From an optimization exercise on the open Yosys and OpenROAD flow, aimed at small area, a short achievable clock period and few clock cycles per item; shortcuts taken in it are not production practice.
Function was checked by simulation only, so behaviour that the tests miss may differ from the original.
Power and IR drop assume default switching activity.

== rev 12 ==
==> flow/design.v (excerpt) <==
module rev_counter (
    input  wire         clk,
    input  wire         rst,
    input  wire [16:0]  tap,           
    input  wire [271:0] landmarks,     
    input  wire         req_valid,
    output wire         req_ready,
    input  wire [16:0]  req_seed,
    output wire         resp_valid,
    input  wire         resp_ready,
    output reg          resp_timeout,
    output wire [17:0]  resp_count
);
    localparam K  = 16;         
    localparam KB = 4;          
    localparam R  = 8;          
    localparam CB = 17 - KB;    
    localparam H  = 10;         
    reg          s_init, s_idle, s_run, s_done;
    reg [3:0]    icnt;        
    reg [16:0]   row [1:R];
    assign req_ready  = s_idle;
    assign resp_valid = s_done;
    integer r, j;
    always @(posedge clk) begin
        row[1] <= {tap[15:0], 1'b1};
        for (r = 2; r <= R; r = r + 1) begin
            row[r][0] <= row[r-1][16];
            for (j = 0; j < 16; j = j + 1)
                row[r][j+1] <= row[r-1][j] ^ (row[r-1][16] & row[1][j+1]);
        end
    end
    reg [16:0]   A;           
    reg [K+16:0] Zs;          
    reg [1:0]    wv;          
    reg [16:0] stepK;
    reg [16:0] cur;
    integer bnk, q;
    always @(*) begin
        cur = A;
        for (bnk = 0; bnk < K / R; bnk = bnk + 1) begin
            stepK = cur >> R;
            for (q = 1; q <= R; q = q + 1)
                stepK[17-R+q-1] = ^(row[q] & cur);
            cur = stepK;
        end
        stepK = cur;
    end
    wire [K+16:0] Z = Zs;
    reg [K-1:0] cR;
    reg [K-1:0] cP [0:3];
    integer i, k;
    always @(*) begin
        for (i = 0; i < K; i = i + 1) begin
            cR[i] = (Z[i +: 17] == 17'h00001);
            for (k = 0; k < 4; k = k + 1)
                cP[k][i] = 1'b0;
            for (k = 0; k < 16; k = k + 1)
                cP[k/4][i] = cP[k/4][i] | (Z[i +: H] == landmarks[17*k +: H]);
  ...
Size: roughly 6400 cells after synthesis, roughly 440 flip-flops, about 330 I/O pins, ~0.054 mm^2 of cells after synthesis.
==> module rev_counter, before the edit <==
module rev_counter (
    input  wire         clk,
    input  wire         rst,
    input  wire [16:0]  tap,           
    input  wire [271:0] landmarks,     
    input  wire         req_valid,
    output wire         req_ready,
    input  wire [16:0]  req_seed,
    output wire         resp_valid,
    input  wire         resp_ready,
    output reg          resp_timeout,
    output wire [17:0]  resp_count
);
    localparam K  = 16;         
    localparam KB = 4;          
    localparam R  = 8;          
    localparam CB = 17 - KB;    
    localparam H  = 10;         
    reg          s_init, s_idle, s_run, s_done;
    reg [3:0]    icnt;        
    reg [16:0]   row [1:R];
    assign req_ready  = s_idle;
    assign resp_valid = s_done;
    integer r, j;
    always @(posedge clk) begin
        row[1] <= {tap[15:0], 1'b1};
        for (r = 2; r <= R; r = r + 1) begin
            row[r][0] <= row[r-1][16];
            for (j = 0; j < 16; j = j + 1)
                row[r][j+1] <= row[r-1][j] ^ (row[r-1][16] & row[1][j+1]);
        end
    end
    reg [16:0]   A;           
    reg [K+16:0] Zs;          
    reg [1:0]    wv;          
    reg [16:0] stepK;
    reg [16:0] cur;
    integer bnk, q;
    always @(*) begin
        cur = A;
        for (bnk = 0; bnk < K / R; bnk = bnk + 1) begin
            stepK = cur >> R;
            for (q = 1; q <= R; q = q + 1)
                stepK[17-R+q-1] = ^(row[q] & cur);
            cur = stepK;
        end
        stepK = cur;
    end
    wire [K+16:0] Z = Zs;
    reg [K-1:0] cR;
    reg [K-1:0] cP [0:3];
    integer i, k;
    always @(*) begin
        for (i = 0; i < K; i = i + 1) begin
            cR[i] = (Z[i +: 17] == 17'h00001);
            for (k = 0; k < 4; k = k + 1)
                cP[k][i] = 1'b0;
            for (k = 0; k < 16; k = k + 1)
                cP[k/4][i] = cP[k/4][i] | (Z[i +: H] == landmarks[17*k +: H]);
        end
    end
    reg [K-1:0]  P0, P1, P2, P3, Q;    
    reg [K+16:0] Zc;          
    reg          cv;          
    reg [CB:0]   b1;          
    reg          sk_act;
    reg [K-1:0]  sk_mask;
    reg [K-1:0]  sk_lo;
    wire [K-1:0]  pend = sk_act ? sk_mask : (P0 | P1 | P2 | P3 | Q);
    wire [K+16:0] vs   = sk_act ? {Zc[16:0], sk_lo} : Zc;
    wire          last_blk = b1[CB] && !sk_act;      
    reg [K-1:0] pre_or;
    integer g;
    always @(*) begin
        pre_or[0] = 1'b0;
        for (g = 1; g < K; g = g + 1)
            pre_or[g] = pre_or[g-1] | pend[g-1];
    end
    wire [K-1:0] first_oh = pend & ~pre_or;
    wire [K-1:0] rest     = pend & pre_or;
    wire         more     = (cv || sk_act) && !last_blk && |rest;
    reg [KB-1:0] first;
    reg [16:0]   first_w;
    integer f;
    always @(*) begin
        first   = {KB{1'b0}};
        first_w = 17'd0;
        for (f = 0; f < K; f = f + 1) begin
            first   = first | ({KB{first_oh[f]}} & f[KB-1:0]);
            first_w = first_w | ({17{first_oh[f]}} & vs[f +: 17]);
        end
    end
    wire [CB-1:0] tblk = sk_act ? b1[CB-1:0] - 1'b1 : b1[CB-1:0];
    reg          tv;
    reg          tk;          
    reg [17:0]   tc;          
    reg [16:0]   Vw;
    reg          ev;
    reg          ek;          
    reg          er;          
    reg [17:0]   ec;          
    reg [15:0]   eqL, eqH;    
    wire [15:0]  eq = eqL & eqH;
    reg [15:0] cEqL, cEqH;
    integer e;
    always @(*)
        for (e = 0; e < 16; e = e + 1) begin
            cEqL[e] = (Vw[H-1:0] == landmarks[17*e +: H]);
            cEqH[e] = (Vw[16:H]  == landmarks[17*e+H +: 17-H]);
        end
    reg [3:0] hidx;
    integer h;
    always @(*) begin
        hidx = 4'd0;
        for (h = 15; h >= 0; h = h - 1)
            if (eq[h]) hidx = h[3:0];
    end
    wire finish = ev && (ek || er || |eq);
    assign resp_count = ec;
    always @(posedge clk) begin
        tk <= last_blk && !Q[0];
        tc <= {tblk, last_blk ? {KB{1'b0}} : first};
        Vw  <= first_w;
        ek  <= tk;
        er  <= (Vw == 17'h00001);
        eqL <= cEqL;
        eqH <= cEqH;
    end
    always @(posedge clk) begin
        if (rst) begin
            s_init <= 1'b1;
            s_idle <= 1'b0;
            s_run  <= 1'b0;
            s_done <= 1'b0;
            icnt   <= 4'd0;
            wv     <= 2'b00;
            cv     <= 1'b0;
            tv     <= 1'b0;
            ev     <= 1'b0;
        end else begin
            if (s_init) begin
                icnt <= icnt + 4'd1;
                if (icnt == R) begin
                    s_init <= 1'b0;
                    s_idle <= 1'b1;
                end
            end
            if (s_idle && req_valid) begin
                A      <= req_seed;
                wv     <= 2'b01;
                cv     <= 1'b0;
                tv     <= 1'b0;
                ev     <= 1'b0;
                b1     <= {(CB+1){1'b0}};
                sk_act <= 1'b0;
                s_idle <= 1'b0;
                s_run  <= 1'b1;
            end
            if (s_run) begin
                if (!sk_act) begin
                    A  <= stepK;
                    Zs <= {stepK, A[K-1:0]};
                    wv <= {wv[0], 1'b1};
                    P0 <= cP[0];
                    P1 <= cP[1];
                    P2 <= cP[2];
                    P3 <= cP[3];
                    Q  <= cR;
                    Zc <= Z;
                    cv <= wv[1];
                    if (cv) b1 <= b1 + 1'b1;
                    sk_lo <= Zc[K-1:0];
                end
                sk_act  <= more;
                sk_mask <= rest;
                tv <= (cv || sk_act) && (last_blk || |pend);
                ev <= tv;
                ec <= tc;
                if (finish) begin
                    resp_timeout <= ek;
                    if (ek)
                        ec <= 18'd0;
                    else if (!er)
                        ec <= {ec[17:13] + {1'b0, hidx}, ec[12:0]};   
                    else
                        ec <= ec;
                    s_run  <= 1'b0;
                    s_done <= 1'b1;
                end
            end
            if (s_done && resp_ready) begin
                s_done <= 1'b0;
                s_idle <= 1'b1;
            end
        end
    end
endmodule
==> flow/config.mk <==
export PLATFORM = sky130hd
export DESIGN_NAME = rev_counter
export DESIGN_NICKNAME = rev_counter
export VERILOG_FILES = /design/flow/design.v
export SDC_FILE = /design/flow/constraint.sdc
export NUM_CORES = 4
export LEC_CHECK = 0
export CAP_MARGIN = 20
export CORE_MARGIN = 2
export CORE_UTILIZATION = 65
export SLEW_MARGIN = 20
==> flow/constraint.sdc <==
create_clock -name core_clock -period 10.0 [get_ports {clk}]
set_input_delay 2.0000 -clock core_clock [delete_from_list [all_inputs] [get_ports {clk}]]
set_output_delay 2.0000 -clock core_clock [all_outputs]
set_load 0.01 [all_outputs]
standard.sh (not shown) runs the stock make flow with config.mk's settings and CLKGATE_MAP_FILE= SYNTH_SCRIPT=/design/flow/synth_recipe.tcl, a recipe that flattens the netlist after the stock synthesis.
==> flow/flow/run.sh <==
#!/bin/bash
# Standard synthesis and layout (standard.sh), with two changes to how the
# layout is made: ports are buffered with buf_1 instead of the default
# delay buffer, and setup repair aims below the 10 ns clock (margin).
set -euo pipefail
export BUFFER_PORTS_ARGS="-buffer_cell sky130_fd_sc_hd__buf_1"
export SETUP_SLACK_MARGIN=6.8
bash standard.sh finish > flow.log 2>&1
Layout checks on rev 12: not met. Flow itself completed; violations: max-slew violations.
Testbench counts of rev 12, summed over its fixed seeds: cycles 38,967, items 128.
diff inputs: rev 12 => rev 13
--- a/flow/design.v
+++ b/flow/design.v
@@ -48,11 +48,10 @@
     end
     wire [K+16:0] Z = Zs;
-    reg [K-1:0] cR;
     reg [K-1:0] cP [0:3];
     integer i, k;
     always @(*) begin
         for (i = 0; i < K; i = i + 1) begin
-            cR[i] = (Z[i +: 17] == 17'h00001);
-            for (k = 0; k < 4; k = k + 1)
+            cP[0][i] = (Z[i +: H] == 1);
+            for (k = 1; k < 4; k = k + 1)
                 cP[k][i] = 1'b0;
             for (k = 0; k < 16; k = k + 1)
@@ -60,5 +59,5 @@
         end
     end
-    reg [K-1:0]  P0, P1, P2, P3, Q;    
+    reg [K-1:0]  P0, P1, P2, P3;       
     reg [K+16:0] Zc;          
     reg          cv;          
@@ -67,7 +66,9 @@
     reg [K-1:0]  sk_mask;
     reg [K-1:0]  sk_lo;
-    wire [K-1:0]  pend = sk_act ? sk_mask : (P0 | P1 | P2 | P3 | Q);
+    wire          last_blk = b1[CB] && !sk_act;
+    wire [K-1:0]  pend = sk_act   ? sk_mask :
+                         last_blk ? {{(K-1){1'b0}}, 1'b1} : (P0 | P1 | P2 | P3);
     wire [K+16:0] vs   = sk_act ? {Zc[16:0], sk_lo} : Zc;
-    wire          last_blk = b1[CB] && !sk_act;      
+    wire [CB:0]   tblk = sk_act ? b1 - 1'b1 : b1;
     reg [K-1:0] pre_or;
     integer g;
@@ -91,5 +92,4 @@
         end
     end
-    wire [CB-1:0] tblk = sk_act ? b1[CB-1:0] - 1'b1 : b1[CB-1:0];
     reg          tv;
     reg          tk;          
@@ -119,6 +119,6 @@
     assign resp_count = ec;
     always @(posedge clk) begin
-        tk <= last_blk && !Q[0];
-        tc <= {tblk, last_blk ? {KB{1'b0}} : first};
+        tk <= last_blk;
+        tc <= {tblk, first};
         Vw  <= first_w;
         ek  <= tk;
@@ -166,5 +166,4 @@
                     P2 <= cP[2];
                     P3 <= cP[3];
-                    Q  <= cR;
                     Zc <= Z;
                     cv <= wv[1];
@@ -178,6 +177,6 @@
                 ec <= tc;
                 if (finish) begin
-                    resp_timeout <= ek;
-                    if (ek)
+                    resp_timeout <= ek && !er;
+                    if (ek && !er)
                         ec <= 18'd0;
                     else if (!er)
--- outcome ---
Of rev 12 and rev 13, the run reporting the lower portion of total power attributed to the clock network was rev 13. The standard cells in rev 13 occupy less silicon area than those in rev 12 do. For rev 12, the launching element of the worst setup path was P2[3]$_DFFE_PP_, unlike rev 13, where it was landmarks[35]. [rev 13 vs rev 12] met2 routed wirelength: lower in rev 13. Relative to rev 12, sequential cell count has decreased by 15 in rev 13. Both conditions hold for rev 13: the flow ran to the end and the final layout passed the timing, design-rule and antenna checks. Number of placed I/O pins: rev 12 vs rev 13, no meaningful difference.
Testbench counts of rev 13, summed over its fixed seeds: cycles 38,967, items 128.

[static timing again, ports no longer ideal]
In the flow no input, the clock included, has a driving cell. The finished layouts below were timed again as built, in two steps. Step 1 assumes that a clkbuf_16 drives the clock port and a buf_2 every other input. Step 2 adds t to the input delays and takes it off the output delays; t is the mean of the earliest and latest rising clock arrival at the registers after step 1. Input paths then give back, and output paths get back, about the clock's delay inside the block. Slacks: no drivers / after step 1 / after step 2; pairs: no drivers / after step 1.
| run | shift t [ns] | slack for setup (ns) | slew at the worst register clock pin (ns) | pins driven straight from the clock port |
|---|---|---|---|---|
| rev 12 | 0.657 | 6.732 / 6.732 / 6.147 | 0.07 / 0.07 | 1 |
| rev 13 | 0.640 | 6.802 / 6.769 / 6.189 | 0.07 / 0.07 | 1 |
The setup slack of rev 13, which loses most, moves by -0.033 ns with the drivers and by -0.613 ns with both steps.
